What follows belongs to an exercise in optimizing a design on an open flow for small area, a short achievable clock period and few clock cycles; a production flow would make more cautious choices. Function was checked by simulation only, so behaviour that the tests miss may differ from the original. Power and IR drop assume default switching activity.

==> flow/design.v <==
module pfsm #(
    parameter [7:0] MARKER0      = 8'hA5,
    parameter [7:0] MARKER1      = 8'h5A,
    parameter [7:0] RETRY_BUDGET = 8'd2
) (
    input  wire         clk,
    input  wire         rst,
    input  wire         h_valid,
    output wire         h_ready,
    input  wire [18:0]  h_data,
    output reg          r_valid,
    input  wire         r_ready,
    output reg  [7:0]   r_data,
    output reg          r_last,
    input  wire         irq_valid,
    input  wire [3:0]   irq_flags,
    output reg          o_valid,
    input  wire         o_ready,
    output reg  [3:0]   o_op,
    output reg  [7:0]   o_data,
    input  wire         i_valid,
    output wire         i_ready,
    input  wire [7:0]   i_data,
    output wire         cip_req,
    output wire         cip_dir,
    output wire [127:0] cip_din,
    output wire [127:0] cip_key,
    input  wire         cip_done,
    input  wire         cip_timeout,
    input  wire [127:0] cip_dout,
    output wire         idle,
    output wire         fatal,
    output wire [2:0]   fault
);
    localparam [6:0] MAX_FRAME = 7'd96;
    localparam [3:0] OP_CONFIGURE = 4'd1,
                     OP_RX_ARM    = 4'd2,
                     OP_STROBE_RDY= 4'd3,
                     OP_FLUSH_RX  = 4'd4,
                     OP_FIFO_WR   = 4'd5,
                     OP_FIFO_BYTE = 4'd6,
                     OP_STROBE_TX = 4'd7,
                     OP_POWER_DN  = 4'd8,
                     OP_FIFO_RD   = 4'd9,
                     OP_METRICS   = 4'd10,
                     OP_MSG_AVAIL = 4'd11,
                     OP_DATA_SENT = 4'd12;
    localparam [1:0] M_UNINIT = 2'd0, M_RUN = 2'd1, M_STOPPED = 2'd2;
    localparam [2:0] F_OVERSIZE = 3'd1, F_NOT_INIT = 3'd2, F_TXDONE = 3'd3,
                     F_CRYPTO = 3'd4, F_BADCMD = 3'd5;
    localparam [4:0]
        ST_IDLE   = 5'd0,
        ST_DRAIN  = 5'd1,
        ST_INIT   = 5'd2,
        ST_INITW  = 5'd3,
        ST_RDSRC  = 5'd4,
        ST_RDDAT  = 5'd5,
        ST_W2STB  = 5'd6,
        ST_W2FRD  = 5'd7,
        ST_W2MET  = 5'd8,
        ST_W2FLU  = 5'd9,
        ST_W2PAR  = 5'd10,
        ST_RELIS  = 5'd11,
        ST_W3FLU  = 5'd12,
        ST_W3RET  = 5'd13,
        ST_XHDR   = 5'd14,
        ST_XDAT   = 5'd15,
        ST_XSTB   = 5'd16,
        ST_W2EM   = 5'd17;
    localparam [1:0] I_OFF = 2'd0, I_LEN = 2'd1, I_DAT = 2'd2, I_MET = 2'd3;
    reg [4:0]   st;
    reg [1:0]   mode;
    reg         fat;
    reg [2:0]   fault_r;
    reg         snap2, afill;
    reg         kact;
    reg [7:0]   next_seq, good_lqi, good_rssi;
    reg         tx_busy, tx_enc, tx_wack, tx_ack;
    reg [7:0]   tx_dest, tx_seq;
    reg [6:0]   tx_n;
    reg [1:0]   tx_retries;
    reg [2:0]   tx_lb;         
    reg [2:0]   tx_rot;        
    reg         rx_parsed, rx_decdone;
    reg [6:0]   rx_len;        
    reg [7:0]   rx_src, rx_rssi, rx_lqi;
    reg [7:0]   rx_b2, rx_seq, rx_b5;
    reg         rx_f0, rx_mk;
    reg [2:0]   rx_sh;         
    reg         iact, isrc, in_rdy;
    reg [6:0]   icnt;
    reg [1:0]   ist;
    reg [7:0]   frem;
    reg         creq, cdir, cfail, c_last, f_first, pend, p_last;
    reg [3:0]   sv;            
    reg         c_first;       
    reg         hr, ir, idl;
    reg [127:0] A;
    reg [31:0]  S;
    reg [127:0] key;
    reg [127:0] t0, t1, t2, t3, t4, t5;
    reg [127:0] q0, q1, q2, q3, q4, q5;
    assign h_ready = hr;
    assign i_ready = ir;
    assign idle    = idl;
    assign fatal   = fat;
    assign fault   = fault_r;
    assign cip_req = creq;
    assign cip_dir = cdir;
    assign cip_din = A;
    assign cip_key = key;
    wire o_free = !o_valid || o_ready;
    wire r_free = !r_valid || r_ready;
    reg  [7:0]  rx_plen;       
    always @(posedge clk) rx_plen <= rx_b2 - 8'd5;
    wire [6:0]  h20 = h_data[6:0] + 7'd20;
    reg  [18:0] cq;
    reg         cv;
    wire [2:0]  op   = cq[18:16];
    wire [7:0]  op_a = cq[15:8];
    wire [7:0]  op_n = cq[7:0];
    reg         cq_z, cq_16, cq_big, cq_lt;
    reg [2:0]   cq_pb;
    always @(posedge clk) begin
        cq     <= h_data;
        cq_z   <= (h_data[7:0] == 8'd0);
        cq_16  <= (h_data[7:0] == 8'd16);
        cq_big <= (h_data[7:0] > 8'd91);
        cq_lt  <= (h_data[7:0] < rx_plen);
        cq_pb  <= h20[6:4];
        if (rst) cv <= 1'b0;
        else     cv <= idl && h_valid;
    end
    wire [7:0] bus  = isrc ? i_data : h_data[7:0];
    wire       in_v = isrc ? i_valid : h_valid;
    wire       acc  = iact && in_rdy && in_v;
    wire [3:0] pos  = icnt[3:0];
    wire       lastb = (frem == 8'd1) || (isrc && icnt == 7'd95);
    wire       blk_cmp = acc && (pos == 4'd15 || lastb);
    wire       ok_done = creq && cip_done;
    wire       fail_now = creq && cip_timeout;
    wire       can_start = !creq || ok_done;
    wire       start = can_start && (pend || blk_cmp) && !cfail;
    wire       wA = acc && !creq;
    wire       wS = acc && creq;
    wire       tx_load = ok_done && !cdir;
    wire       rx_load = ok_done && cdir;
    wire       tx_rot_en = (tx_rot != 3'd0);
    wire       rx_sh_en  = (rx_sh != 3'd0);
    wire [7:0] tx_byte = (tx_rot == 3'd1) ? t1[7:0] : t0[8*icnt[3:0] +: 8];
    wire [7:0] rx_byte = (rx_sh == 3'd1) ? q1[7:0] : q0[8*icnt[3:0] +: 8];
    wire       tx_can  = (tx_rot == 3'd0) || (tx_rot == 3'd1 && icnt[3:0] == 4'd0);
    wire       rx_can  = (rx_sh == 3'd0) || (rx_sh == 3'd1 && icnt[3:0] == 4'd0);
    wire        frame_valid = (rx_len >= 7'd5) && rx_mk && (rx_b2 >= 8'd5) && (rx_b2 <= {1'b0, rx_len});
    wire [6:0]  rx_lm1  = rx_len - 7'd1;
    wire [2:0]  rx_lb   = rx_lm1[6:4];       
    wire [7:0]  rd_cnt  = cq_lt ? op_n : rx_plen;
    wire        relisten = tx_busy && tx_wack;
    reg [4:0]   st_n;
    reg [1:0]   mode_n;
    reg         fat_n;
    reg [2:0]   fault_n;
    reg         snap2_n, afill_n, kact_n;
    reg [7:0]   next_seq_n, good_lqi_n, good_rssi_n;
    reg         tx_busy_n, tx_enc_n, tx_wack_n, tx_ack_n;
    reg [7:0]   tx_dest_n, tx_seq_n;
    reg [6:0]   tx_n_n;
    reg [1:0]   tx_retries_n;
    reg [2:0]   tx_rot_n;
    reg         rx_parsed_n, rx_decdone_n;
    reg [6:0]   rx_len_n;
    reg [7:0]   rx_src_n, rx_rssi_n, rx_lqi_n;
    reg [2:0]   rx_sh_n;
    reg         iact_n, isrc_n, in_rdy_n;
    reg [6:0]   icnt_n;
    reg [1:0]   ist_n;
    reg [7:0]   frem_n;
    reg         creq_n, cdir_n, cfail_n, c_last_n, f_first_n, pend_n, p_last_n;
    reg         o_valid_n, r_valid_n, r_last_n;
    reg [3:0]   o_op_n;
    reg [7:0]   o_data_n, r_data_n;
    reg         fs_tx, fs_ack, fs_rx;
    reg [7:0]   fs_p, fs_seq;
    reg         acc_idle_n;
    reg [4:0]   st_b;
    reg         ov_b, rv_b, isrc_b;
    reg [1:0]   ist_b;
    wire        irq_go = idl && !h_valid && irq_valid && mode == M_RUN && !fat && irq_flags[2:0] != 3'd0;
    wire        irq_work = irq_flags[0] ? tx_busy : (irq_flags[2:1] != 2'd0);
    reg [3:0]   pw_op, pop, pop_n;
    reg         pw_dat, pdat, pdat_n;
    reg [4:0]   pw_st, pst, pst_n;
    always @(posedge clk) begin
        pop <= pop_n; pdat <= pdat_n; pst <= pst_n;
    end
    always @* begin
        st_n = st; mode_n = mode; fat_n = fat; fault_n = fault_r;
        snap2_n = snap2; afill_n = afill; kact_n = kact;
        next_seq_n = next_seq; good_lqi_n = good_lqi; good_rssi_n = good_rssi;
        tx_busy_n = tx_busy; tx_enc_n = tx_enc; tx_wack_n = tx_wack; tx_ack_n = tx_ack;
        tx_dest_n = tx_dest; tx_seq_n = tx_seq; tx_n_n = tx_n; tx_retries_n = tx_retries;
        tx_rot_n = tx_rot;
        rx_parsed_n = rx_parsed; rx_decdone_n = rx_decdone; rx_len_n = rx_len;
        rx_src_n = rx_src; rx_rssi_n = rx_rssi; rx_lqi_n = rx_lqi;
        rx_sh_n = rx_sh;
        iact_n = iact; isrc_n = isrc; icnt_n = icnt;
        ist_n = ist; frem_n = frem;
        creq_n = creq; cdir_n = cdir; cfail_n = cfail; c_last_n = c_last; f_first_n = f_first;
        pend_n = pend; p_last_n = p_last;
        o_valid_n = o_valid; o_op_n = o_op; o_data_n = o_data;
        r_valid_n = r_valid; r_data_n = r_data; r_last_n = r_last;
        pop_n = pop; pdat_n = pdat; pst_n = pst;
        pw_op = OP_RX_ARM; pw_dat = 1'b0; pw_st = ST_IDLE;
        fs_tx = 1'b0; fs_ack = 1'b0; fs_rx = (st == ST_W2FRD); fs_p = 8'd16; fs_seq = next_seq;
        if (o_valid && o_ready) o_valid_n = 1'b0;
        if (r_valid && r_ready) r_valid_n = 1'b0;
        if (tx_rot_en) tx_rot_n = tx_rot - 3'd1;
        if (rx_sh_en)  rx_sh_n  = rx_sh - 3'd1;
        if (acc) begin
            icnt_n = icnt + 7'd1;
            if (!isrc) frem_n = frem - 8'd1;
            if (lastb) iact_n = 1'b0;
        end
        if (start) begin
            creq_n    = 1'b1;
            f_first_n = 1'b0;
            c_last_n  = pend ? p_last : lastb;
            pend_n    = 1'b0;
        end else begin
            if (creq && (cip_done || cip_timeout)) creq_n = 1'b0;
            if (blk_cmp && !cfail) begin
                pend_n   = 1'b1;
                p_last_n = lastb;
            end
        end
        if (fail_now) begin
            cfail_n = 1'b1;
            pend_n  = 1'b0;
            fat_n   = 1'b1;
            if (fault_r == 3'd0) fault_n = F_CRYPTO;
        end
        if (tx_load) begin
            tx_rot_n = c_last ? (3'd5 - tx_lb) : 3'd1;
            if (c_last) begin
                tx_enc_n  = 1'b1;
                tx_wack_n = !tx_ack;
            end
        end
        if (rx_load) begin
            rx_sh_n = c_last ? (3'd5 - rx_lb) : 3'd1;
            if (c_last) rx_decdone_n = 1'b1;
        end
        case (ist)
        I_LEN: if (i_valid) begin
            rx_len_n = (i_data > 8'd96) ? MAX_FRAME : i_data[6:0];
            frem_n  = i_data;
            icnt_n  = 7'd0;
            iact_n  = (i_data != 8'd0);
            ist_n   = (i_data == 8'd0) ? I_MET : I_DAT;
        end
        I_DAT: if (i_valid && ir) begin
            frem_n = frem - 8'd1;
            if (frem == 8'd1) ist_n = I_MET;
        end
        I_MET: if (i_valid) begin
            case (frem[1:0])           
                2'd0: rx_src_n  = i_data;
                2'd3: rx_rssi_n = i_data;
                default: rx_lqi_n = i_data;
            endcase
            frem_n = frem - 8'd1;
            if (frem[1:0] == 2'd2) ist_n = I_OFF;
        end
        default: ;
        endcase
        if (kact && h_valid) begin
            frem_n = frem - 8'd1;
            if (frem == 8'd1) kact_n = 1'b0;
        end
        case (st)
        ST_IDLE: begin
            if (cv) begin
                frem_n = op_n;
                if (fat) begin
                    if ((op == 3'd0 || op == 3'd1) && !cq_z) st_n = ST_DRAIN;
                end else if (op == 3'd6 || op == 3'd7) begin
                    fat_n = 1'b1; if (fault_r == 3'd0) fault_n = F_BADCMD;
                end else if (op == 3'd0 && !cq_16) begin
                    fat_n = 1'b1; if (fault_r == 3'd0) fault_n = F_BADCMD;
                    if (!cq_z) st_n = ST_DRAIN;
                end else if (op != 3'd0 && mode != M_RUN) begin
                    fat_n = 1'b1; if (fault_r == 3'd0) fault_n = F_NOT_INIT;
                    if (op == 3'd1 && !cq_z) st_n = ST_DRAIN;
                end else if (op == 3'd0 && mode == M_RUN) begin
                    st_n = ST_DRAIN;
                end else begin
                    case (op)
                    3'd0: begin                   
                        next_seq_n  = 8'd0;
                        good_lqi_n  = 8'd0;
                        good_rssi_n = 8'd0;
                        tx_busy_n   = 1'b0;
                        tx_enc_n    = 1'b0;
                        tx_wack_n   = 1'b0;
                        rx_parsed_n = 1'b0;
                        kact_n      = 1'b1;
                        o_valid_n = 1'b1; o_op_n = OP_CONFIGURE; o_data_n = op_a;
                        st_n        = ST_INIT;
                    end
                    3'd1: begin                   
                        if (cq_big) begin
                            fat_n = 1'b1; if (fault_r == 3'd0) fault_n = F_OVERSIZE;
                            st_n = ST_DRAIN;
                        end else if (tx_busy) begin
                            if (!cq_z) st_n = ST_DRAIN;
                        end else begin
                            tx_busy_n    = 1'b1;
                            tx_enc_n     = 1'b0;
                            tx_wack_n    = 1'b0;
                            tx_ack_n     = 1'b0;
                            tx_dest_n    = op_a;
                            tx_seq_n     = next_seq;
                            next_seq_n   = next_seq + 8'd1;
                            tx_retries_n = RETRY_BUDGET[1:0];
                            tx_n_n       = op_n[6:0];
                            tx_rot_n     = 3'd0;
                            icnt_n       = 7'd5;
                            iact_n       = (!cq_z);
                            isrc_n       = 1'b0;
                            cdir_n       = 1'b0;
                            cfail_n      = 1'b0;
                            fs_tx        = 1'b1;
                            fs_p         = {1'b0, cq_pb, 4'b0};
                            if (cq_z) begin
                                creq_n    = 1'b1;
                                c_last_n  = 1'b1;
                                f_first_n = 1'b0;
                            end else begin
                                f_first_n = 1'b1;
                            end
                            afill_n      = 1'b0;
                            snap2_n      = 1'b0;
                            st_n         = ST_XHDR;
                        end
                    end
                    3'd2: begin                   
                        r_valid_n = 1'b1;
                        if (!rx_parsed) begin
                            r_data_n = 8'd0;
                            r_last_n = 1'b1;
                        end else begin
                            r_data_n    = rd_cnt;
                            r_last_n    = 1'b0;
                            frem_n     = rd_cnt[6:0];
                            rx_parsed_n = 1'b0;
                            st_n        = ST_RDSRC;
                        end
                    end
                    3'd3: begin                   
                        r_valid_n = 1'b1; r_data_n = good_lqi; r_last_n = 1'b1;
                    end
                    3'd4: begin                   
                        r_valid_n = 1'b1; r_data_n = good_rssi; r_last_n = 1'b1;
                    end
                    3'd5: begin                   
                        o_valid_n = 1'b1; o_op_n = OP_POWER_DN; o_data_n = 8'd0;
                        mode_n = M_STOPPED;
                    end
                    default: ;
                    endcase
                end
            end
        end
        ST_DRAIN: if (h_valid) begin
            frem_n = frem - 8'd1;
            if (frem == 8'd1) st_n = ST_IDLE;
        end
        ST_INIT: if (o_free) begin
            o_valid_n = 1'b1; o_op_n = OP_RX_ARM; o_data_n = 8'd0;
            st_n = ST_INITW;
        end
        ST_INITW: if (!kact) begin
            mode_n = M_RUN;
            st_n   = ST_IDLE;
        end
        ST_RDSRC: if (r_free) begin
            r_valid_n = 1'b1; r_data_n = rx_src; r_last_n = (frem == 7'd0);
            icnt_n = 4'd5;
            st_n = (frem == 7'd0) ? ST_IDLE : ST_RDDAT;
        end
        ST_RDDAT: if (r_free && rx_can) begin
            r_valid_n = 1'b1; r_data_n = rx_byte; r_last_n = (frem == 7'd1);
            icnt_n  = icnt[3:0] + 4'd1;
            frem_n = frem - 7'd1;
            if (icnt[3:0] == 4'd15) rx_sh_n = 3'd1;
            if (frem == 7'd1) st_n = ST_IDLE;
        end
        ST_W2STB: if (o_free) begin
            o_valid_n = 1'b1; o_op_n = OP_STROBE_RDY; o_data_n = 8'd0;
            st_n = ST_W2FRD;
        end
        ST_W2FRD: if (o_free) begin
            o_valid_n = 1'b1; o_op_n = OP_FIFO_RD; o_data_n = 8'd0;
            st_n = ST_W2MET;
        end
        ST_W2MET: if (o_free && ist == I_MET) begin    
            o_valid_n = 1'b1; o_op_n = OP_METRICS; o_data_n = 8'd0;
            st_n = ST_W2FLU;
        end
        ST_W2FLU: if (o_free && ist == I_OFF) begin
            o_valid_n = 1'b1; o_op_n = OP_FLUSH_RX; o_data_n = 8'd0;
            st_n = (rx_len == 7'd0) ? ST_RELIS : ST_W2PAR;
        end
        ST_W2PAR: begin
            if (cfail) begin
                st_n = ST_IDLE;
            end else if (rx_decdone) begin
                pw_op = OP_RX_ARM; pw_dat = 1'b0;
                pw_st = snap2 ? ST_W3FLU : ST_IDLE;
                if (!frame_valid) begin
                    pw_dat = relisten;
                end else begin
                    good_lqi_n  = rx_lqi;
                    good_rssi_n = rx_rssi;
                    if (rx_f0) begin
                        if (rx_b2 >= 8'd6 && tx_busy && tx_seq == rx_b5) begin
                            tx_busy_n = 1'b0; tx_enc_n = 1'b0; tx_wack_n = 1'b0;
                            pw_op = OP_DATA_SENT;
                            pw_st = ST_RELIS;
                        end else begin
                            pw_dat = 1'b1;
                        end
                    end else if (rx_b2 != 8'd5) begin
                        rx_parsed_n = 1'b1;
                        pw_op = OP_MSG_AVAIL;
                        if (tx_busy) begin
                            pw_st = ST_RELIS;
                        end else begin
                            tx_busy_n    = 1'b1;
                            tx_enc_n     = 1'b0;
                            tx_wack_n    = 1'b0;
                            tx_ack_n     = 1'b1;
                            tx_dest_n    = rx_src;
                            tx_seq_n     = next_seq;
                            next_seq_n   = next_seq + 8'd1;
                            tx_retries_n = 2'd0;
                            tx_n_n       = 7'd1;
                            tx_rot_n     = 3'd0;
                            cdir_n       = 1'b0;
                            cfail_n      = 1'b0;
                            fs_ack       = 1'b1;
                            creq_n       = 1'b1;
                            c_last_n     = 1'b1;
                            f_first_n    = 1'b0;
                            afill_n      = 1'b1;
                            pw_st        = snap2 ? ST_W3FLU : ST_XHDR;
                        end
                    end else begin
                        rx_parsed_n = 1'b1;
                        pw_dat = relisten;
                    end
                end
                pop_n = pw_op; pdat_n = pw_dat; pst_n = pw_st;
                if (o_free) begin
                    o_valid_n = 1'b1; o_op_n = pw_op; o_data_n = {7'd0, pw_dat};
                    st_n = pw_st;
                end else begin
                    st_n = ST_W2EM;
                end
            end
        end
        ST_W2EM: if (o_free) begin
            o_valid_n = 1'b1; o_op_n = pop; o_data_n = {7'd0, pdat};
            st_n = pst;
        end
        ST_RELIS: if (o_free) begin
            o_valid_n = 1'b1; o_op_n = OP_RX_ARM; o_data_n = {7'd0, relisten};
            st_n = snap2 ? ST_W3FLU : ST_IDLE;
        end
        ST_W3FLU: if (o_free) begin
            o_valid_n = 1'b1; o_op_n = OP_FLUSH_RX; o_data_n = 8'd0;
            if (afill) st_n = ST_XHDR;
            else if (tx_busy && tx_enc) st_n = ST_W3RET;
            else st_n = ST_IDLE;
        end
        ST_W3RET: if (o_free) begin
            o_valid_n = 1'b1;
            if (tx_retries == 2'd0) begin
                tx_busy_n = 1'b0; tx_enc_n = 1'b0; tx_wack_n = 1'b0;
                o_op_n = OP_RX_ARM; o_data_n = 8'd0;
                st_n = ST_IDLE;
            end else begin
                tx_retries_n = tx_retries - 2'd1;
                o_op_n = OP_FIFO_WR; o_data_n = tx_dest;
                icnt_n = 7'd0;
                st_n = ST_XDAT;
            end
        end
        ST_XHDR: begin
            if (cfail) begin
                if (!iact) st_n = ST_IDLE;
            end else if (tx_enc && o_free) begin
                o_valid_n = 1'b1; o_op_n = OP_FIFO_WR; o_data_n = tx_dest;
                icnt_n = 7'd0;
                st_n = ST_XDAT;
            end
        end
        ST_XDAT: if (o_free && tx_can) begin
            o_valid_n = 1'b1; o_op_n = OP_FIFO_BYTE; o_data_n = tx_byte;
            icnt_n = icnt + 7'd1;
            if (icnt[3:0] == 4'd15) begin
                if (icnt[6:4] == tx_lb) begin
                    tx_rot_n = 3'd6 - tx_lb;
                    st_n = ST_XSTB;
                end else begin
                    tx_rot_n = 3'd1;
                end
            end
        end
        ST_XSTB: if (o_free) begin
            o_valid_n = 1'b1; o_op_n = OP_STROBE_TX; o_data_n = 8'd0;
            st_n = ST_IDLE;
        end
        default: st_n = ST_IDLE;
        endcase
        st_b = st_n; ov_b = o_valid_n; rv_b = r_valid_n; isrc_b = isrc_n; ist_b = ist_n;
        if (irq_go) begin
            snap2_n = irq_flags[2];
            afill_n = 1'b0;
            if (irq_flags[1] && !(irq_flags[0] && !tx_busy)) begin
                rx_parsed_n  = 1'b0;
                rx_decdone_n = 1'b0;
                rx_sh_n      = 3'd0;
                ist_n        = I_LEN;
                f_first_n    = 1'b1;
                cfail_n      = 1'b0;
                cdir_n       = 1'b1;
                isrc_n       = 1'b1;
            end
            if (irq_flags[0]) begin
                if (!tx_busy) begin
                    fat_n = 1'b1; if (fault_r == 3'd0) fault_n = F_TXDONE;
                end else begin
                    o_valid_n = 1'b1; o_op_n = OP_RX_ARM; o_data_n = {7'd0, tx_wack};
                    if (!tx_wack) begin
                        tx_busy_n = 1'b0; tx_enc_n = 1'b0;
                    end
                    if (irq_flags[1]) st_n = ST_W2STB;
                    else if (irq_flags[2]) st_n = ST_W3FLU;
                end
            end else if (irq_flags[1]) begin
                o_valid_n = 1'b1; o_op_n = OP_STROBE_RDY; o_data_n = 8'd0;
                st_n = ST_W2FRD;
            end else begin
                o_valid_n = 1'b1; o_op_n = OP_FLUSH_RX; o_data_n = 8'd0;
                if (tx_busy && tx_enc) st_n = ST_W3RET;
            end
        end
        begin : rdy
            reg [3:0] p_n;
            p_n = acc ? pos + 4'd1 : pos;
            in_rdy_n = iact_n && !(creq_n && p_n >= 4'd4);
        end
        if (fs_tx) in_rdy_n = iact_n;
        if (ist == I_LEN && i_valid) in_rdy_n = 1'b1;
        acc_idle_n = (st_b == ST_IDLE) && !ov_b && !rv_b;
    end
    wire op0  = (op == 3'd0);
    wire op1  = (op == 3'd1);
    wire op67 = (op[2:1] == 2'b11);
    wire run  = (mode == M_RUN);
    wire d_init = !fat && op0 && cq_16 && !run;
    wire d_fill = !fat && op1 && run && !cq_big && !tx_busy;
    wire d_drain = fat ? ((op0 || op1) && !cq_z) :
                   op67 ? 1'b0 :
                   (op0 && !cq_16) ? !cq_z :
                   (!op0 && !run) ? (op1 && !cq_z) :
                   op0 ? 1'b1 :
                   op1 ? (cq_big || (tx_busy && !cq_z)) : 1'b0;
    wire d_nowork = fat ? !((op0 || op1) && !cq_z) :
                    op67 ? 1'b1 :
                    (op0 && !cq_16) ? cq_z :
                    (!op0 && !run) ? !(op1 && !cq_z) :
                    (op1 && !cq_big && tx_busy && cq_z);
    wire dec    = (st == ST_IDLE) && cv;
    wire h_last = h_valid && (frem == 8'd1);
    wire idle_x = ((st == ST_IDLE) && !cv && o_free && r_free) ||
                  (dec && d_nowork) ||
                  ((st == ST_DRAIN) && h_last) ||
                  ((st == ST_INITW) && !kact && o_free) ||
                  ((st == ST_W2PAR) && cfail && o_free) ||
                  ((st == ST_XHDR) && cfail && !iact && o_free);
    wire tx_act  = iact && !isrc;
    wire acc_t   = tx_act && in_rdy && h_valid;
    wire [3:0] p_t = acc_t ? pos + 4'd1 : pos;
    wire blk_t   = acc_t && (pos == 4'd15 || frem == 8'd1);
    wire start_t = (!creq || ok_done) && (pend || blk_t) && !cfail;
    wire creq_t  = start_t || (creq && !(cip_done || cip_timeout));
    wire hr_tx_x = (tx_act && !(acc_t && frem == 8'd1) && !(creq_t && p_t >= 4'd4)) ||
                   (dec && d_fill && !cq_z);
    wire hr_x    = idle_x ||
                   ((st == ST_DRAIN) && !h_last) || (dec && d_drain) ||
                   (kact && !(h_valid && frem == 8'd1)) || (dec && d_init) ||
                   hr_tx_x;
    always @(posedge clk) begin
        if (rst) begin
            st <= ST_IDLE; mode <= M_UNINIT; fat <= 1'b0; fault_r <= 3'd0;
            kact <= 1'b0; tx_busy <= 1'b0; tx_rot <= 3'd0;
            rx_parsed <= 1'b0; rx_sh <= 3'd0;
            iact <= 1'b0; in_rdy <= 1'b0; ist <= I_OFF;
            creq <= 1'b0; pend <= 1'b0; cfail <= 1'b0;
            o_valid <= 1'b0; r_valid <= 1'b0;
            hr <= 1'b0; ir <= 1'b0; idl <= 1'b0;
        end else begin
            st <= st_n; mode <= mode_n; fat <= fat_n; fault_r <= fault_n;
            kact <= kact_n; tx_busy <= tx_busy_n; tx_rot <= tx_rot_n;
            rx_parsed <= rx_parsed_n; rx_sh <= rx_sh_n;
            iact <= iact_n; in_rdy <= in_rdy_n; ist <= ist_n;
            creq <= creq_n; pend <= pend_n; cfail <= cfail_n;
            o_valid <= o_valid_n; r_valid <= r_valid_n;
            if (idl) begin
                hr  <= !h_valid && !(irq_go && irq_work);
                ir  <= irq_go && irq_flags[1] && !(irq_flags[0] && !tx_busy);
                idl <= !h_valid && !(irq_go && irq_work);
            end else begin
                hr  <= hr_x;
                ir  <= (ist_b == I_LEN) || (ist_b == I_MET) || (ist_b == I_DAT && (!iact_n || in_rdy_n));
                idl <= idle_x;
            end
        end
    end
    always @(posedge clk) begin
        snap2 <= snap2_n; afill <= afill_n;
        next_seq <= next_seq_n; good_lqi <= good_lqi_n; good_rssi <= good_rssi_n;
        tx_enc <= tx_enc_n; tx_wack <= tx_wack_n; tx_ack <= tx_ack_n;
        tx_dest <= tx_dest_n; tx_seq <= tx_seq_n; tx_n <= tx_n_n; tx_retries <= tx_retries_n;
        rx_decdone <= rx_decdone_n; rx_len <= rx_len_n;
        rx_src <= rx_src_n; rx_rssi <= rx_rssi_n; rx_lqi <= rx_lqi_n;
        isrc <= isrc_n; icnt <= icnt_n;
        frem <= frem_n;
        cdir <= cdir_n; c_last <= c_last_n; f_first <= f_first_n; p_last <= p_last_n;
        o_op <= o_op_n; o_data <= o_data_n;
        r_data <= r_data_n; r_last <= r_last_n;
        tx_lb  <= (tx_n + 7'd4) >> 4;
        if (rx_load && c_first) begin
            rx_mk  <= (cip_dout[7:0] == MARKER0) && (cip_dout[15:8] == MARKER1);
            rx_b2  <= cip_dout[23:16];
            rx_f0  <= cip_dout[24];
            rx_seq <= cip_dout[39:32];
            rx_b5  <= cip_dout[47:40];
        end
    end
    always @(posedge clk) begin
        if (start) c_first <= f_first;
    end
    wire       fs_hdr = fs_tx || fs_ack;
    wire       a_clr  = fs_hdr || fs_rx || ok_done;
    wire [7:0] busz   = a_clr ? 8'h00 : bus;
    wire [7:0] hdr2   = fs_p;
    wire [7:0] hdr4   = fs_seq;
    wire [7:0] hdr5   = fs_ack ? rx_seq : 8'h00;
    integer k;
    always @(posedge clk) begin
        for (k = 0; k < 16; k = k + 1) begin
            if ((wA && pos == k) || a_clr) begin
                if (k < 4 && ok_done && ((wS && pos[1:0] == k) || sv[k]))
                    A[8*k +: 8] <= (wS && pos[1:0] == k) ? bus : S[8*k +: 8];
                else if (k == 0 && fs_hdr) A[8*k +: 8] <= MARKER0;
                else if (k == 1 && fs_hdr) A[8*k +: 8] <= MARKER1;
                else if (k == 2 && fs_hdr) A[8*k +: 8] <= hdr2;
                else if (k == 3 && fs_hdr) A[8*k +: 8] <= {7'd0, fs_ack};
                else if (k == 4 && fs_hdr) A[8*k +: 8] <= hdr4;
                else if (k == 5 && fs_hdr) A[8*k +: 8] <= hdr5;
                else                       A[8*k +: 8] <= busz;
            end
        end
        for (k = 0; k < 4; k = k + 1)
            if (wS && pos[1:0] == k) S[8*k +: 8] <= bus;
    end
    always @(posedge clk) begin
        if (rst) sv <= 4'd0;
        else if (ok_done || fail_now) sv <= 4'd0;
        else if (wS) sv <= sv | (4'd1 << pos[1:0]);
    end
    always @(posedge clk) begin
        if (tx_rot_en) begin
            t0 <= t1; t1 <= t2; t2 <= t3; t3 <= t4; t4 <= t5;
        end
        if (tx_rot_en) t5 <= t0;
        else if (creq && !cdir) t5 <= cip_dout;    
    end
    always @(posedge clk) begin
        if (rx_sh_en) begin
            q0 <= q1; q1 <= q2; q2 <= q3; q3 <= q4; q4 <= q5;
        end
        if (creq && cdir) q5 <= cip_dout;          
    end
    reg       kv;
    always @(posedge clk) begin
        if (rst) kv <= 1'b0;
        else     kv <= kact && h_valid;
        if (kv) key <= {cq[7:0], key[127:8]};
    end
endmodule
==> flow/flow/run.sh <==
#!/bin/bash
# Layout: the standard ORFS flow (standard.sh, unchanged synthesis) with
# these settings:
#  - timing repair aims for 6.7 ns of setup slack (the default flow allows 5),
#  - no gate cloning during timing repair,
#  - port buffers are sky130_fd_sc_hd__buf_1,
#  - clock-tree sink clusters of up to 30 flip-flops within 60 um.
# All tool output goes to standard.log here (and ORFS's own logs under orfs/).
export SETUP_SLACK_MARGIN=6.7
export SKIP_GATE_CLONING=1
export BUFFER_PORTS_ARGS="-buffer_cell sky130_fd_sc_hd__buf_1"
export CTS_CLUSTER_SIZE=30
export CTS_CLUSTER_DIAMETER=60
bash standard.sh finish > standard.log 2>&1
==> flow/standard.sh <==
#!/bin/bash
# synth_recipe.tcl (not shown) runs the flow's synth.tcl, then flattens the netlist and writes it again
# the make line also repeats each setting of config.mk as NAME=value (left out here)
make -C /OpenROAD-flow-scripts/flow DESIGN_CONFIG=/design/flow/config.mk WORK_HOME=/design/flow/orfs CLKGATE_MAP_FILE= SYNTH_SCRIPT=/design/flow/synth_recipe.tcl "${@:-finish}"
==> flow/config.mk <==
export PLATFORM = sky130hd
export DESIGN_NAME = pfsm
export DESIGN_NICKNAME = pfsm
export VERILOG_FILES = /design/flow/design.v
export SDC_FILE = /design/flow/constraint.sdc
export NUM_CORES = 8
export LEC_CHECK = 0
export CAP_MARGIN = 20
export CORE_MARGIN = 2
export CORE_UTILIZATION = 60
export SLEW_MARGIN = 20
==> flow/constraint.sdc <==
create_clock -name core_clock -period 10.0 [get_ports {clk}]
set_input_delay 2.0000 -clock core_clock [delete_from_list [all_inputs] [get_ports {clk}]]
set_output_delay 2.0000 -clock core_clock [all_outputs]
set_load 0.01 [all_outputs]
==> results of run 1 <==
-- routing by layer --
layer,up-vias,wire (um),global-route usage
li1,16700,-,-
met1,18400,70000,0.387
met2,1501,76700,0.409
met3,274,11800,0.0430
met4,2,4970,0.0815
met5,-,13,0
-- final cells by class --
cell class | count | share of cell area
well taps | 1612 | 0.0244
multi-input cells | 1747 | 0.136
clock inverters | 92 | 0.0133
flip-flops and latches | 2060 | 0.732
clock buffers | 146 | 0.0424
diodes | 9 | 0.000272
inverters | 64 | 0.00306
repair buffers | 660 | 0.0483
-- cell usage in the layout, fill, tap and decap left out, types with 33 or more instances in the layout --
cell type / instances
mux4_2: 79
nand2_1: 631
inv_1: 59
clkbuf_16: 139
clkbuf_2: 185
o21ai_0: 120
ha_1: 33
buf_2: 64
buf_1: 174
dfxtp_1: 115
edfxtp_1: 1918
buf_6: 40
nand3_1: 35
nand2b_1: 59
a31oi_1: 38
buf_4: 183
nor2_1: 128
a21oi_1: 83
-- logic make-up (layout without fill, tap and decap cells) --
| logic type | count (synthesis) | count (layout) | synth area share |
|---|---|---|---|
| AOI/OAI and AO/OA | 454 | 454 | 0.0411 |
| xor gates and xnor gates | 46 | 46 | 0.00558 |
| and+or+nand+nor | 1100 | 1100 | 0.0695 |
| other | 0 | 9 | 0 |
| muxes | 112 | 112 | 0.0293 |
| buffers and inverters | 205 | 962 | 0.0115 |
| adders and majority gates | 35 | 35 | 0.00603 |
| DFF | 2060 | 2060 | 0.837 |
-- flip-flops by register name, summed over array words and instances (netlist names), 19 cells and up --
name,flops
q1,128
S,32
t0,128
q3,128
t5,128
q4,128
q0,128
A,128
t2,128
q5,128
t3,128
q2,128
key,128
cq,19
t1,128
t4,128
-- final timing paths --
kind	end	slack, ns	depth (start not counted)	startpoint
setup reg to reg	A[49]	6.73	10	st[3]
setup / recovery	r_data[3]	6.54	1	r_data[3]
hold reg to reg	t3[110]	0.41	0	t4[110]
hold / removal	t3[110]	0.41	0	t4[110]
-- report_power, final --
part / switching (mW) / leakage (nW) / internal (mW)
logic: 3.31 / 7.34 / 1.13
registers: 0.986 / 19.5 / 14.3
clock network: 2.97 / 2.21 / 2.88
total: 7.27 / 29.0 / 18.3
-- repair_timing --
item	CTS	global route
pin swaps	2	7
endpoints found under the setup margin	954	801
setup buffers	84	58
resized for setup	210	251
-- metrics by stage --
stage | cells | hold WS (ns) | instance area (um2) | utilization
finish | 6390 | 0.405 | 82700 | 0.691
global route | 6383 | 0.409 | 82600 | 0.691
CTS | 6323 | 0.408 | 81700 | 0.683
detailed placement | 6001 | 0.405 | 76000 | 0.635
global placement | 6001 | 0.400 | 76000 | 0.635
floorplan | 4012 | 0.400 | 72300 | -
==> impl_metrics.env, run 1 <==
export IMPL_antenna_found_initial=10
export IMPL_initial_core_util=0.604
export IMPL_crit_path_start_kind="flip-flop"
export IMPL_nNetsFinal=4869
export IMPL_die_x_um=351
export IMPL_clk_pin_slew_ns=0.10
export IMPL_hpwl_mm=106
export IMPL_place_ws_ns=4.86
export IMPL_ctsRootBufferMaster="clkbuf_16"
export IMPL_tns_ns=0
export IMPL_synth_top_area_share=0.798
export IMPL_grtUsageTotal=0.262
export IMPL_htree_num_levels=4
export IMPL_critPathSlowestCell="edfxtp_1"
export IMPL_path_class="flip-flop to output port"
export IMPL_max_cap_viol_count=0
export IMPL_num_fill_cells=7959
export IMPL_grt_max_degree=199
export IMPL_numCtsBuffers=134
export IMPL_worst_slew_pin_slew_ns=1.18
export IMPL_drc=0
export IMPL_regArea_um2=60500
export IMPL_antenna_left=0
export IMPL_clock_latency_ns=0.79
export IMPL_ys_top_cells_by_count="edfxtp_1 (1918), nand2_1 (633), dfxtp_1 (142), nor2_1 (134), o21ai_0 (133)"
export IMPL_netlist_area_um2=72200
export IMPL_ys_warn_count=25
export IMPL_area_growth_pct=14.5
export IMPL_crit_fanout=1
export IMPL_async_reset_ff_frac=0
export IMPL_required_ns=8.00
export IMPL_hp_class="flip-flop to flip-flop"
export IMPL_first_iter_violations=4202
export IMPL_path_cells="clkbuf_2"
export IMPL_peakVddDrop_v=0.000304
export IMPL_num_vias=36800
export IMPL_rsz0062_at_grt="true"
export IMPL_die_area_um2=123000
export IMPL_clockBufferDepth=3
export IMPL_gr_total_overflow=0
export IMPL_setup_violations=0
export IMPL_cts_sinks=2060
export IMPL_hold_viol=0
export IMPL_drt_first_pass_iters=9
export IMPL_maxSlewViolCount=0
export IMPL_synth_nets=4214
export IMPL_drive_gt1_frac=0.191
export IMPL_fmax_mhz=289
export IMPL_synth_top_cell_by_area="edfxtp_1"
export IMPL_worst_ep_arrival_time_ns=1.46
export IMPL_multiInputGateArea_um2=11300
export IMPL_crit_family="flip-flops"
export IMPL_synth_most_common_cell="edfxtp_1"
export IMPL_min_period_over_period=0.346
export IMPL_power_density_nw_per_um2=309
export IMPL_synth_cell_type_count=88
export IMPL_grt_pass1_wl_mm=231
export IMPL_core_area_um2=120000
export IMPL_synthCells=4012
export IMPL_std_cell_rows=127
export IMPL_synth_edf_count=1918
export IMPL_synth_area_leaders="edfxtp_1 (80%), dfxtp_1 (3.9%), nand2_1 (3.3%), mux4_2 (2.5%), o21ai_0 (0.92%)"
export IMPL_place_congestion=0.944
export IMPL_finalCriticalPeriod_ns=3.46
export IMPL_critical_path_max_stage_delay_ns=0.52
export IMPL_p_leak_nw=29.0
export IMPL_cts_tree="built"
export IMPL_total_power_mw=25.6
export IMPL_io_buffers=454
export IMPL_critPathBufInv=1
export IMPL_postCtsHoldBufs=0
export IMPL_avgViaCountPerCell=5.76
export IMPL_io_pins=456
export IMPL_outcome="no timing/DRC/antenna violations"
export IMPL_synthFlopType="edfxtp_1"
export IMPL_crit_path_end_kind="output port"
export IMPL_setup_slack_ns=6.54
export IMPL_drt_wirelength_per_cell_um=25.6
export IMPL_synth_seq_area_share=0.837
export IMPL_grt_pass1_vias=34300
export IMPL_synth_avg_cell_area_um2=18.0
export IMPL_die_h_um=351
export IMPL_clock_skew_ns=0.0373
export IMPL_max_slew_margin=0.216
export IMPL_ys_ff_latch=2060
export IMPL_wl_mm=163
Testbench counts, summed over its fixed seeds: cycles 167,131.
==> run 2, diff against run 1 <==
==> flow/flow/run.sh (replaced) <==
#!/bin/bash
export SETUP_SLACK_MARGIN=6.7
export SKIP_GATE_CLONING=1
export BUFFER_PORTS_ARGS="-buffer_cell sky130_fd_sc_hd__buf_1"
export CTS_ARGS="-sink_clustering_enable -repair_clock_nets -sink_clustering_size 20 -sink_clustering_max_diameter 60 -sink_clustering_buffer sky130_fd_sc_hd__clkbuf_8"
bash standard.sh finish > standard.log 2>&1
==> impl_metrics.env, run 2 <==
export IMPL_outcome="no timing/DRC/antenna violations"
export IMPL_holdWs_ns=0.405
export IMPL_hold_path_endpoint="q3[75]"
export IMPL_hpwl_mm=106
export IMPL_synth_area_leaders="edfxtp_1 (80%), dfxtp_1 (3.9%), nand2_1 (3.3%), mux4_2 (2.5%), o21ai_0 (0.92%)"
export IMPL_hold_path_depth=0
export IMPL_area_growth_pct=12.2
export IMPL_tns_ns=0
export IMPL_setup_violations=0
export IMPL_first_iter_violations=4236
export IMPL_drive_gt1_frac=0.183
export IMPL_wl_mm=163
export IMPL_ctsRootBufferMaster="clkbuf_16"
export IMPL_nNetsFinal=4884
export IMPL_rrSetupSlack_ns=6.79
export IMPL_ys_top_cells_by_count="edfxtp_1 (1918), nand2_1 (633), dfxtp_1 (142), nor2_1 (134), o21ai_0 (133)"
export IMPL_synthCells=4012
export IMPL_peakVddDrop_v=0.000302
export IMPL_gr_total_overflow=0
export IMPL_rsz0062_at_grt="true"
export IMPL_p_leak_nw=28.3
export IMPL_crit_path_end_kind="output port"
export IMPL_clock_latency_ns=0.74
export IMPL_worst_ep_arrival_time_ns=1.42
export IMPL_die_area_um2=123000
export IMPL_numCtsBuffers=137
export IMPL_max_slew_margin=0.251
export IMPL_core_area_um2=120000
export IMPL_cts_tree="built"
export IMPL_initial_core_util=0.604
export IMPL_timing_rr_end="A[113]"
export IMPL_max_cap_viol_count=0
export IMPL_fmax_mhz=292
export IMPL_grt_pass1_wl_mm=230
export IMPL_synth_edf_count=1918
export IMPL_num_fill_cells=8130
export IMPL_netlist_area_um2=72200
export IMPL_std_cell_rows=127
export IMPL_place_congestion=0.944
export IMPL_path_depth=1
export IMPL_io_pins=456
export IMPL_synth_most_common_cell="edfxtp_1"
export IMPL_critPathSlowestCell="edfxtp_1"
export IMPL_synth_nets=4214
export IMPL_clockBufferDepth=3
export IMPL_crit_fanout=1
export IMPL_crit_path_start_kind="flip-flop"
export IMPL_hp_start="q4[75]"
export IMPL_path_cells="buf_1"
export IMPL_drt_wirelength_per_cell_um=25.6
export IMPL_ys_ff_latch=2060
export IMPL_layout_commonest_cell="edfxtp_1"
export IMPL_avgViaCountPerCell=5.75
export IMPL_min_period_over_period=0.342
export IMPL_synth_cell_type_count=88
export IMPL_antenna_left=0
export IMPL_r2r_start="st[3]"
export IMPL_cts_sinks=2060
export IMPL_antenna_found_initial=12
export IMPL_critPathBufInv=1
export IMPL_path_class="flip-flop to output port"
export IMPL_required_ns=8.00
export IMPL_drc=0
export IMPL_critical_path_max_stage_delay_ns=0.51
export IMPL_io_buffers=454
export IMPL_power_density_nw_per_um2=298
export IMPL_hp_class="flip-flop to flip-flop"
export IMPL_finalCriticalPeriod_ns=3.42
export IMPL_synthFlopType="edfxtp_1"
export IMPL_worst_slew_pin_slew_ns=1.12
export IMPL_grt_pass1_vias=34300
export IMPL_reg2reg_depth=11
export IMPL_crit_family="flip-flops"
export IMPL_die_h_um=351
export IMPL_drt_first_pass_iters=7
export IMPL_maxSlewViolCount=0
export IMPL_clock_skew_ns=0.0364
export IMPL_synth_top_area_share=0.798
export IMPL_synth_seq_area_share=0.837
export IMPL_async_reset_ff_frac=0
export IMPL_die_x_um=351
export IMPL_postCtsHoldBufs=0
export IMPL_ys_warn_count=25
export IMPL_synth_avg_cell_area_um2=18.0
export IMPL_hold_viol=0
export IMPL_synth_top_cell_by_area="edfxtp_1"
export IMPL_total_power_mw=24.1
export IMPL_num_vias=36700
export IMPL_htree_num_levels=4
export IMPL_grt_max_degree=199
export IMPL_grtUsageTotal=0.261
export IMPL_mostFrequentLayoutCells="edfxtp_1 (1918), nand2_1 (631), buf_4 (199)"
export IMPL_clk_pin_slew_ns=0.11
## run 2: cell counts after synthesis
Identical to the previous run, type by type.
## run 2: where the power goes
group	internal (mW)	switching, mW	total (mW)	leakage (nW)
combinational	1.13	3.33	4.46	7.35
sequential	14.3	0.981	15.2	19.5
clock	1.82	2.61	4.42	1.48
## run 2: through the flow
step,cell area [um2],setup slack [ns],cells,utilization
finish,81100,6.58,6378,0.677
detailed placement,76000,4.86,6001,0.635
floorplan,72300,5.78,4012,-
CTS,80100,6.50,6304,0.669
global placement,76000,4.90,6001,0.635
global route,81000,6.52,6371,0.677
## run 2: worst max-delay path by stage
stage,from,endpoint,slack (ns)
global route,r_data[6],r_data[6],6.52
floorplan,creq,q5[0],5.78
finish,r_data[6],r_data[6],6.58
detailed placement,i_valid,A[61],4.86
global placement,i_valid,A[56],4.90
CTS,key[124],cip_key[124],6.50
## run 2: kinds of logic after synthesis
logic type,share of synthesized area
compound gates,0.0411
xor+xnor,0.00558
fa+ha+maj,0.00603
buf+inv,0.0115
flops,0.837
mux,0.0293
simple gates,0.0695
## run 2: layer usage
| metal | GRT usage | part of all wire |
|---|---|---|
| met1 | 0.384 | 0.43 |
| met2 | 0.408 | 0.47 |
| met3 | 0.0413 | 0.070 |
| met4 | 0.0856 | 0.031 |
| met5 | 0 | 0.000080 |
## run 2: cell type report
type                            count  area [um2]  share of cell area
Sequential cell                  2060       60500               0.746
Multi-Input combinational cell   1747       11300               0.140
Timing Repair Buffer              672        4030              0.0498
Clock buffer                      162        2300              0.0284
Tap cell                         1612        2020              0.0249
Clock inverter                     52         616             0.00760
Inverter                           64         256             0.00316
Antenna cell                        9        22.5            0.000278
## run 2: what timing repair did
action,in CTS,in global routing
endpoints found under the setup margin,922,731
gates resized for setup,189,247
buffers inserted,89,65
pin swaps,4,10
==> run 3, diff against run 2 <==
--- a/flow/design.v
+++ b/flow/design.v
@@ -187,4 +187,9 @@
     reg [1:0]   ist_b;
     wire        irq_go = idl && !h_valid && irq_valid && mode == M_RUN && !fat && irq_flags[2:0] != 3'd0;
+    wire        fifo_end = i_valid && ((ist == I_LEN && i_data == 8'd0) ||
+                                       (ist == I_DAT && ir && frem == 8'd1));
+    wire        met_end  = i_valid && ist == I_MET && frem[1:0] == 2'd2;
+    wire        lqi_go   = idl && h_valid && !fat && mode == M_RUN &&
+                           (h_data[18:16] == 3'd3 || h_data[18:16] == 3'd4);
     wire        irq_work = irq_flags[0] ? tx_busy : (irq_flags[2:1] != 2'd0);
     reg [3:0]   pw_op, pop, pop_n;
@@ -357,10 +362,4 @@
                         end
                     end
-                    3'd3: begin                   
-                        r_valid_n = 1'b1; r_data_n = good_lqi; r_last_n = 1'b1;
-                    end
-                    3'd4: begin                   
-                        r_valid_n = 1'b1; r_data_n = good_rssi; r_last_n = 1'b1;
-                    end
                     3'd5: begin                   
                         o_valid_n = 1'b1; o_op_n = OP_POWER_DN; o_data_n = 8'd0;
@@ -404,9 +403,9 @@
             st_n = ST_W2MET;
         end
-        ST_W2MET: if (o_free && ist == I_MET) begin    
+        ST_W2MET: if (o_free && (ist == I_MET || fifo_end)) begin    
             o_valid_n = 1'b1; o_op_n = OP_METRICS; o_data_n = 8'd0;
             st_n = ST_W2FLU;
         end
-        ST_W2FLU: if (o_free && ist == I_OFF) begin
+        ST_W2FLU: if (o_free && (ist == I_OFF || met_end)) begin
             o_valid_n = 1'b1; o_op_n = OP_FLUSH_RX; o_data_n = 8'd0;
             st_n = (rx_len == 7'd0) ? ST_RELIS : ST_W2PAR;
@@ -525,4 +524,8 @@
         endcase
         st_b = st_n; ov_b = o_valid_n; rv_b = r_valid_n; isrc_b = isrc_n; ist_b = ist_n;
+        if (lqi_go) begin
+            r_valid_n = 1'b1; r_last_n = 1'b1;
+            r_data_n  = h_data[16] ? good_lqi : good_rssi;
+        end
         if (irq_go) begin
             snap2_n = irq_flags[2];
@@ -585,6 +588,7 @@
     wire dec    = (st == ST_IDLE) && cv;
     wire h_last = h_valid && (frem == 8'd1);
+    wire d_lqi  = !fat && run && (op == 3'd3 || op == 3'd4);
     wire idle_x = ((st == ST_IDLE) && !cv && o_free && r_free) ||
-                  (dec && d_nowork) ||
+                  (dec && d_nowork) || (dec && d_lqi && r_free) ||
                   ((st == ST_DRAIN) && h_last) ||
                   ((st == ST_INITW) && !kact && o_free) ||
==> flow/flow/run.sh (replaced) <==
#!/bin/bash
# Layout: the standard ORFS flow (standard.sh, unchanged synthesis) with
# these settings:
#  - timing repair aims for 6.7 ns of setup slack (the default flow allows 5),
#  - no gate cloning during timing repair,
#  - port buffers are sky130_fd_sc_hd__buf_1,
#  - clock-tree sink clusters of up to 25 flip-flops within 80 um.
# All tool output goes to standard.log here (and ORFS's own logs under orfs/).
export SETUP_SLACK_MARGIN=6.7
export SKIP_GATE_CLONING=1
export BUFFER_PORTS_ARGS="-buffer_cell sky130_fd_sc_hd__buf_1"
export CTS_CLUSTER_SIZE=25
export CTS_CLUSTER_DIAMETER=80
bash standard.sh finish > standard.log 2>&1
==> impl_metrics.env, run 3 <==
export IMPL_outcome="no timing/DRC/antenna violations"
export IMPL_numCtsBuffers=96
export IMPL_crit_path_end_kind="flip-flop"
export IMPL_gr_total_overflow=0
export IMPL_min_period_over_period=0.343
export IMPL_grtUsageTotal=0.256
export IMPL_synth_avg_cell_area_um2=19.3
export IMPL_regArea_um2=60500
export IMPL_max_cap_viol_count=0
export IMPL_die_area_um2=123000
export IMPL_path_class="primary input to flip-flop"
export IMPL_layout_commonest_cell="edfxtp_1"
export IMPL_synthCells=3757
export IMPL_multiInputGateArea_um2=11600
export IMPL_setup_slack_ns=6.57
export IMPL_std_cell_rows=127
export IMPL_htree_num_levels=3
export IMPL_place_congestion=0.954
export IMPL_worst_ep_arrival_time_ns=4.03
export IMPL_netlist_area_um2=72400
export IMPL_avgViaCountPerCell=5.87
export IMPL_power_switching_mw=6.71
export IMPL_hp_class="flip-flop to flip-flop"
export IMPL_crit_fanout=7
export IMPL_fmax_mhz=291
export IMPL_synth_cell_type_count=100
export IMPL_synth_area_leaders="edfxtp_1 (80%), dfxtp_1 (4.0%), mux4_2 (2.5%), mux2_2 (2.0%), nand2_1 (1.3%)"
export IMPL_ctsRootBufferMaster="clkbuf_16"
export IMPL_die_x_um=351
export IMPL_ys_warn_count=25
export IMPL_synthFlopType="edfxtp_1"
export IMPL_die_h_um=351
export IMPL_antenna_left=0
export IMPL_core_area_um2=120000
export IMPL_async_reset_ff_frac=0
export IMPL_num_vias=35400
export IMPL_ys_ff_latch=2060
export IMPL_synth_top_cell_by_area="edfxtp_1"
export IMPL_first_iter_violations=4515
export IMPL_clockBufferDepth=3
export IMPL_area_growth_pct=12.0
export IMPL_switching_share=0.276
export IMPL_peakVddDrop_v=0.000373
export IMPL_synth_nets=3959
export IMPL_grt_pass1_wl_mm=226
export IMPL_synth_most_common_cell="edfxtp_1"
export IMPL_clk_pin_slew_ns=0.09
export IMPL_tns_ns=0
export IMPL_nNetsFinal=4573
export IMPL_maxSlewViolCount=0
export IMPL_io_buffers=454
export IMPL_hold_viol=0
export IMPL_setup_violations=0
export IMPL_synth_top_area_share=0.796
export IMPL_synth_edf_count=1917
export IMPL_required_ns=10.59
export IMPL_initial_core_util=0.604
export IMPL_holdWs_ns=0.411
export IMPL_drive_gt1_frac=0.205
export IMPL_mostFrequentLayoutCells="edfxtp_1 (1917), nand2_1 (252), buf_1 (219)"
export IMPL_drc=0
export IMPL_seq_power_share=0.632
export IMPL_clkPwrFrac=0.182
export IMPL_drt_wirelength_per_cell_um=26.9
export IMPL_hold_path_depth=0
export IMPL_cts_sinks=2060
export IMPL_ys_top_cells_by_count="edfxtp_1 (1917), nand2_1 (255), nor2_1 (150), dfxtp_1 (143), mux2_2 (130)"
export IMPL_reg2reg_depth=9
export IMPL_max_slew_margin=0.167
export IMPL_crit_path_start_kind="primary input"
export IMPL_synth_seq_area_share=0.835
export IMPL_postCtsHoldBufs=0
export IMPL_worst_slew_pin_slew_ns=1.25
export IMPL_rsz0062_at_grt="true"
export IMPL_grt_pass1_vias=33600
export IMPL_internal_power_mw=17.6
export IMPL_cts_tree="built"
export IMPL_grt_max_degree=191
export IMPL_wl_mm=162
export IMPL_p_leak_nw=27.5
export IMPL_finalCriticalPeriod_ns=3.43
export IMPL_comb_power_share=0.187
export IMPL_hpwl_mm=105
export IMPL_power_density_nw_per_um2=300
export IMPL_drt_first_pass_iters=6
export IMPL_antenna_found_initial=27
export IMPL_clock_latency_ns=0.71
export IMPL_num_fill_cells=8072
export IMPL_place_ws_ns=5.03
export IMPL_clock_skew_ns=0.0232
export IMPL_io_pins=456
-- run 3: changes by cell type after synthesis, sizes merged, moves of 7 or more --
| cell | delta |
|---|---|
| nand2 | -376 |
| o21ai | -42 |
| a222oi | -9 |
| mux2 | +127 |
| nand4 | -11 |
| inv | -7 |
| nand2b | -12 |
| nand3 | +12 |
| xnor2 | +13 |
| nor2 | +15 |
| o211ai | +15 |
| a21oi | +12 |
| buf | -7 |
| o31ai | -10 |
-- run 3: area by class of cell --
cell class,count,share of cell area
Inverter,57,0.00298
Multi-Input combinational cell,1512,0.143
Clock inverter,14,0.00272
Tap cell,1612,0.0249
Timing Repair Buffer,644,0.0479
Antenna cell,3,0.0000926
Clock buffer,133,0.0317
Sequential cell,2060,0.746
-- run 3: path summary, 6_finish.rpt --
check,start,end,slack (ns)
setup / recovery,o_ready,icnt[4],6.57
hold reg to reg,t3[57],t2[57],0.41
hold / removal,t3[57],t2[57],0.41
setup reg to reg,rx_b2[5],A[112],6.74
-- run 3: timing repair --
action	CTS	global route
resized for setup	204	236
setup buffers	85	52
pin swaps	11	12
setup endpoints to repair	921	844
-- run 3: cells by family (layout without fill, tap and decap cells) --
kind of cell,after synthesis,in the layout,share of synthesized area
buf+inv,185,848,0.0103
mux,245,245,0.0498
fa+ha+maj,34,34,0.00588
xor+xnor,53,53,0.00642
compound gates,434,434,0.0407
flops,2060,2060,0.835
other cells,0,3,0
simple gates,746,746,0.0517
-- run 3: power groups by stage --
stage / Sequential (mW) / Clock (mW) / Combinational (mW)
2_1_floorplan: 15.9 / 0 / 2.65
3_3_place_gp: 15.4 / 0 / 4.34
5_1_grt: 15.6 / 4.80 / 4.89
3_5_place_dp: 15.6 / 0 / 4.38
4_1_cts: 15.4 / 4.53 / 4.52
6_report: 15.4 / 4.41 / 4.54
-- run 3: routing by layer --
metal / wire length, um / vias up / GRT usage
met1: 69500 / 18000 / 0.376
met3: 11700 / 284 / 0.0538
met4: 4880 / 20 / 0.0752
li1: - / 15900 / -
met5: 134 / - / 0
met2: 75800 / 1273 / 0.394
-- run 3: per-stage QoR --
stage | utilization | cell area (um2) | total power [mW] | cells
global placement | 0.635 | 76100 | 19.7 | 5747
floorplan | - | 72400 | 18.5 | 3757
finish | 0.676 | 81000 | 24.3 | 6035
detailed placement | 0.635 | 76100 | 20.0 | 5747
global route | 0.676 | 81000 | 25.3 | 6032
CTS | 0.668 | 80100 | 24.4 | 5979
-- run 3: worst max-delay path, stage by stage --
cell      delay, ns
buf_8          0.08
nor2b_4        0.03
buf_8          0.14
o211ai_4       0.22
a21bo_4        0.27
or4_4          0.57
o211ai_1       0.30
a221oi_1       0.12
a221o_1        0.29
Testbench counts of run 3, summed over its fixed seeds: cycles 165,690.
==> run 4, diff against run 3 <==
--- a/flow/design.v
+++ b/flow/design.v
@@ -187,6 +187,5 @@
     reg [1:0]   ist_b;
     wire        irq_go = idl && !h_valid && irq_valid && mode == M_RUN && !fat && irq_flags[2:0] != 3'd0;
-    wire        fifo_end = i_valid && ((ist == I_LEN && i_data == 8'd0) ||
-                                       (ist == I_DAT && ir && frem == 8'd1));
+    wire        fifo_end = i_valid && ist == I_DAT && ir && frem == 8'd1;
     wire        met_end  = i_valid && ist == I_MET && frem[1:0] == 2'd2;
     wire        lqi_go   = idl && h_valid && !fat && mode == M_RUN &&
==> impl_metrics.env, run 4 <==
export IMPL_outcome="no timing/DRC/antenna violations"
export IMPL_clk_pin_slew_ns=0.11
export IMPL_numCtsBuffers=97
export IMPL_synth_top_cell_by_area="edfxtp_1"
export IMPL_maxSlewViolCount=0
export IMPL_die_area_um2=124000
export IMPL_netlist_area_um2=72600
export IMPL_mostFrequentLayoutCells="edfxtp_1 (1917), buf_1 (271), nand2_1 (238)"
export IMPL_min_period_over_period=0.336
export IMPL_synth_nets=3985
export IMPL_synth_most_common_cell="edfxtp_1"
export IMPL_ys_top_cells_by_count="edfxtp_1 (1917), nand2_1 (243), nor2_1 (149), dfxtp_1 (143), mux2_2 (136)"
export IMPL_p_leak_nw=27.4
export IMPL_setup_slack_ns=6.64
export IMPL_crit_path_end_kind="flip-flop"
export IMPL_design_area_um2=81300
export IMPL_place_congestion=0.940
export IMPL_synth_avg_cell_area_um2=19.2
export IMPL_avgViaCountPerCell=5.90
export IMPL_num_vias=35800
export IMPL_htree_num_levels=3
export IMPL_crit_path_start_kind="primary input"
export IMPL_clockBufferDepth=3
export IMPL_worst_ep_arrival_time_ns=4.00
export IMPL_drc=0
export IMPL_drt_wirelength_per_cell_um=26.2
export IMPL_crit_fanout=12
export IMPL_critPathMostFrequentCell="a211o_1"
export IMPL_nNetsFinal=4602
export IMPL_grt_max_degree=131
export IMPL_synth_top_area_share=0.793
export IMPL_std_cell_rows=127
export IMPL_stdcell_count=6064
export IMPL_peakVddDrop_v=0.000341
export IMPL_path_cells="buf_1, buf_6, a41o_1, a311oi_1, a211o_1, or2_4, a211o_1, a221o_1"
export IMPL_grtUsageTotal=0.250
export IMPL_required_ns=10.64
export IMPL_synth_area_leaders="edfxtp_1 (79%), dfxtp_1 (3.9%), mux4_2 (2.5%), mux2_2 (2.1%), nand2_1 (1.3%)"
export IMPL_place_ws_ns=5.06
export IMPL_critPathSlowestCell="a211o_1"
export IMPL_initial_core_util=0.605
export IMPL_ys_warn_count=25
export IMPL_critical_path_max_stage_delay_ns=0.35
export IMPL_power_density_nw_per_um2=301
export IMPL_synthCells=3783
export IMPL_gr_total_overflow=0
export IMPL_antenna_left=0
export IMPL_area_growth_pct=11.9
export IMPL_fin_util=0.677
export IMPL_drt_first_pass_iters=9
export IMPL_die_x_um=352
export IMPL_rsz0062_at_grt="true"
export IMPL_worst_slew_pin_slew_ns=1.37
export IMPL_finalCriticalPeriod_ns=3.36
export IMPL_routed_top_layer="met5"
export IMPL_hp_class="flip-flop to flip-flop"
export IMPL_die_h_um=352
export IMPL_fmax_mhz=297
export IMPL_cts_tree="built"
export IMPL_ctsRootBufferMaster="clkbuf_16"
export IMPL_clock_skew_ns=0.0358
export IMPL_async_reset_ff_frac=0
export IMPL_io_buffers=454
export IMPL_met3_wirelength_mm=10.5
export IMPL_placed_cells=5771
export IMPL_hold_viol=0
export IMPL_cts_sinks=2060
export IMPL_first_iter_violations=4197
export IMPL_postCtsHoldBufs=0
export IMPL_wl_mm=159
export IMPL_wl_met2_mm=74.8
export IMPL_max_cap_viol_count=0
export IMPL_synth_cell_type_count=100
export IMPL_synth_edf_count=1917
export IMPL_max_slew_margin=0.0858
export IMPL_grt_pass1_wl_mm=227
export IMPL_synthFlopType="edfxtp_1"
export IMPL_hpwl_mm=103
export IMPL_core_area_um2=120000
export IMPL_place_area_um2=76300
export IMPL_wl_met1_mm=69.6
export IMPL_layout_commonest_cell="edfxtp_1"
export IMPL_io_pins=456
export IMPL_antenna_found_initial=27
export IMPL_path_class="primary input to flip-flop"
export IMPL_grt_pass1_vias=33900
export IMPL_setup_violations=0
export IMPL_synth_seq_area_share=0.832
export IMPL_ys_ff_latch=2060
export IMPL_clock_latency_ns=0.74
export IMPL_drive_gt1_frac=0.196
==> run 4: cell count changes after synthesis, sizes merged, moves of 7 or more <==
cell,previous run,this run
inv,55,67
a31oi,36,27
o32ai,8,1
a21o,12,34
a21oi,98,105
nand2b,56,40
o211ai,28,7
mux2i,35,50
o31ai,5,15
nand2,257,243
and3,39,25
a221oi,8,15
nand3,51,40
and2,31,41
==> run 4: layout make-up <==
class	count	area, um2
repair buffers	651	3740
clock buffers	124	2600
multi-input cells	1520	11800
flip-flops and latches	2060	60500
well taps	1612	2020
diodes	8	20.0
inverters	70	283
fillers	7934	38700
clock inverters	19	297
==> run 4: per-stage QoR <==
| stage | TNS [ns] | hold WS [ns] | total power [mW] |
|---|---|---|---|
| after global routing | 0 | 0.406 | 25.5 |
| after global placement | 0 | 0.400 | 19.9 |
| after detailed placement | 0 | 0.405 | 20.2 |
| after floorplan | -785.81 | 0.400 | 18.4 |
| after CTS | 0 | 0.397 | 24.7 |
| final | 0 | 0.402 | 24.5 |
==> run 4: per-layer routing <==
metal / global-route usage / up-vias
met5: 0 / -
met4: 0.0678 / 24
met3: 0.0390 / 257
met2: 0.388 / 1339
met1: 0.377 / 18200
li1: - / 15900
==> run 4: worst paths after layout <==
kind	startpoint	end	slack, ns	cells after the start
worst max-delay path	i_valid	o_data[0]	6.64	8
worst min-delay path	q1[18]	q0[18]	0.40	0
worst max register to register	st[1]	icnt[2]	6.67	10
worst min register to register	q1[18]	q0[18]	0.40	0
==> run 4: power breakdown <==
| part | total [mW] | internal (mW) | leakage (nW) | switching, mW |
|---|---|---|---|---|
| logic | 4.67 | 1.40 | 6.63 | 3.27 |
| clock network | 4.45 | 1.89 | 1.40 | 2.57 |
| registers | 15.4 | 14.3 | 19.4 | 1.01 |
| total | 24.5 | 17.6 | 27.4 | 6.85 |
==> run 4: what timing repair did <==
item / in CTS / in global routing
gates resized for setup: 182 / 176
buffers inserted: 85 / 55
pin swaps: 8 / 13
endpoints found under the setup margin: 969 / 560
==> run 4: critical path, delay by kind of cell <==
family	cells	cell delay (ns)
AND/OR/NAND/NOR	1	0.33
buffers and inverters	2	0.29
AO/OA/AOI/OAI	5	1.37
==> run 4: kinds of logic after synthesis <==
group / count (synthesis) / synth area share
compound gates: 457 / 0.0427
xor+xnor: 55 / 0.00663
fa+ha+maj: 34 / 0.00586
buf+inv: 203 / 0.0114
flops: 2060 / 0.832
mux: 267 / 0.0530
simple gates: 707 / 0.0484
Testbench counts of run 4, summed over its fixed seeds: cycles 165,331.
==> run 5, diff against run 4 <==
--- a/flow/config.mk
+++ b/flow/config.mk
@@ -8,4 +8,4 @@
 export CAP_MARGIN = 20
 export CORE_MARGIN = 2
-export CORE_UTILIZATION = 60
+export CORE_UTILIZATION = 65
 export SLEW_MARGIN = 20
==> impl_metrics.env, run 5 <==
export IMPL_postCtsHoldBufs=0
export IMPL_max_slew_margin=0.221
export IMPL_synth_edf_count=1917
export IMPL_clk_pin_slew_ns=0.10
export IMPL_min_period_over_period=0.338
export IMPL_setup_violations=0
export IMPL_reg2reg_depth=8
export IMPL_max_cap_viol_count=0
export IMPL_r2r_start="icnt[1]"
export IMPL_core_area_um2=111000
export IMPL_async_reset_ff_frac=0
export IMPL_crit_path_end_kind="output port"
export IMPL_antenna_left=0
export IMPL_ys_ff_latch=2060
export IMPL_synthCells=3783
export IMPL_synth_top_area_share=0.793
export IMPL_power_switching_mw=6.77
export IMPL_numCtsBuffers=94
export IMPL_crit_family="flip-flops"
export IMPL_maxSlewViolCount=0
export IMPL_path_cells="buf_1"
export IMPL_initial_core_util=0.655
export IMPL_placed_cells=5646
export IMPL_clkPwrFrac=0.174
export IMPL_drc=0
export IMPL_holdWs_ns=0.391
export IMPL_setup_slack_ns=6.62
export IMPL_io_buffers=454
export IMPL_crit_fanout=2
export IMPL_drive_gt1_frac=0.199
export IMPL_num_fill_cells=6652
export IMPL_internal_power_mw=17.5
export IMPL_synth_most_common_cell="edfxtp_1"
export IMPL_drt_first_pass_iters=5
export IMPL_clockBufferDepth=3
export IMPL_synth_seq_area_share=0.832
export IMPL_ys_top_cells_by_count="edfxtp_1 (1917), nand2_1 (243), nor2_1 (149), dfxtp_1 (143), mux2_2 (136)"
export IMPL_netlist_area_um2=72600
export IMPL_fmax_mhz=296
export IMPL_crit_path_start_kind="flip-flop"
export IMPL_critPathBufInv=1
export IMPL_synth_avg_cell_area_um2=19.2
export IMPL_required_ns=8.00
export IMPL_htree_num_levels=3
export IMPL_rrSetupSlack_ns=6.70
export IMPL_path_depth=1
export IMPL_antenna_found_initial=28
export IMPL_grt_pass1_vias=34200
export IMPL_critical_path_max_stage_delay_ns=0.49
export IMPL_regArea_um2=60500
export IMPL_synth_nets=3985
export IMPL_critPathSlowestCell="edfxtp_1"
export IMPL_peakVddDrop_v=0.000466
export IMPL_switching_share=0.279
export IMPL_ctsRootBufferMaster="clkbuf_16"
export IMPL_synth_area_leaders="edfxtp_1 (79%), dfxtp_1 (3.9%), mux4_2 (2.5%), mux2_2 (2.1%), nand2_1 (1.3%)"
export IMPL_avgViaCountPerCell=6.09
export IMPL_timing_rr_end="o_data[0]"
export IMPL_grt_pass1_wl_mm=226
export IMPL_worst_ep_arrival_time_ns=1.38
export IMPL_clock_skew_ns=0.0512
export IMPL_die_x_um=338
export IMPL_fin_util=0.730
export IMPL_wl_mm=160
export IMPL_grtUsageTotal=0.270
export IMPL_mostFrequentLayoutCells="edfxtp_1 (1917), buf_1 (257), nand2_1 (239)"
export IMPL_nNetsFinal=4616
export IMPL_outcome="no timing/DRC/antenna violations"
export IMPL_rsz0062_at_grt="true"
export IMPL_cts_sinks=2060
export IMPL_cts_tree="built"
-- run 5: cell counts after synthesis --
Identical to the previous run, type by type.
-- run 5: routing by layer --
| layer | wire, um | vias to the layer above | track usage |
|---|---|---|---|
| li1 | - | 16000 | - |
| met1 | 66600 | 18300 | 0.402 |
| met2 | 75100 | 1632 | 0.416 |
| met3 | 13500 | 286 | 0.0524 |
| met4 | 4560 | 34 | 0.0797 |
| met5 | 208 | - | 0 |
-- run 5: metrics by stage --
stage	instance area [um2]	TNS, ns
2_1_floorplan	72700	-785.81
3_3_place_gp	76200	0
3_5_place_dp	76200	0
4_1_cts	80000	0
5_1_grt	80900	0
6_report	80900	0
-- run 5: worst min-delay path by stage --
stage / from / to / cells after the start
finish: t2[45] / t1[45] / 0
global route: t3[21] / t2[21] / 0
CTS: t3[21] / t2[21] / 0
detailed placement: q1[104] / q0[104] / 0
global placement: q4[16] / q3[16] / 0
floorplan: q1[100] / q0[100] / 0
-- run 5: cell families (layout without fill, tap and decap cells) --
| logic type | Yosys count | after routing | share of synthesized area |
|---|---|---|---|
| muxes | 267 | 267 | 0.0530 |
| and+or+nand+nor | 707 | 707 | 0.0484 |
| buffers and inverters | 203 | 861 | 0.0114 |
| DFF | 2060 | 2060 | 0.832 |
| xor gates and xnor gates | 55 | 55 | 0.00663 |
| adders and majority gates | 34 | 34 | 0.00586 |
| AOI/OAI and AO/OA | 457 | 457 | 0.0427 |
| other | 0 | 8 | 0 |
-- run 5: cell type report --
class	count	share of cell area
antenna	8	0.000247
clock buffer	108	0.0297
clock inverter	15	0.00264
inverter	70	0.00353
multi-input combinational	1520	0.146
sequential	2060	0.747
tap	1488	0.0230
timing repair buffer	668	0.0473
-- run 5: power groups by stage --
stage	Sequential [mW]	Clock [mW]	Combinational, mW
after floorplan	15.6	0	2.77
after global placement	15.4	0	4.44
after detailed placement	15.6	0	4.50
after CTS	15.4	4.33	4.65
after global routing	15.7	4.61	4.96
final	15.4	4.23	4.62
-- run 5: repair_timing --
action                     in CTS  in global routing
setup endpoints to repair     659                654
cloned                          0                  0
setup buffers                  94                 65
pin swaps                      11                 12
hold endpoints to repair        0                  0
resized for setup             162                193

Check on run 5: ideal ports give 6.620 ns setup slack; a clkbuf_16 on the clock port and buf_2 on the inputs give 6.550 ns; moving port delays by the midpoint clock arrival (0.784 ns) as well gives 5.845 ns.
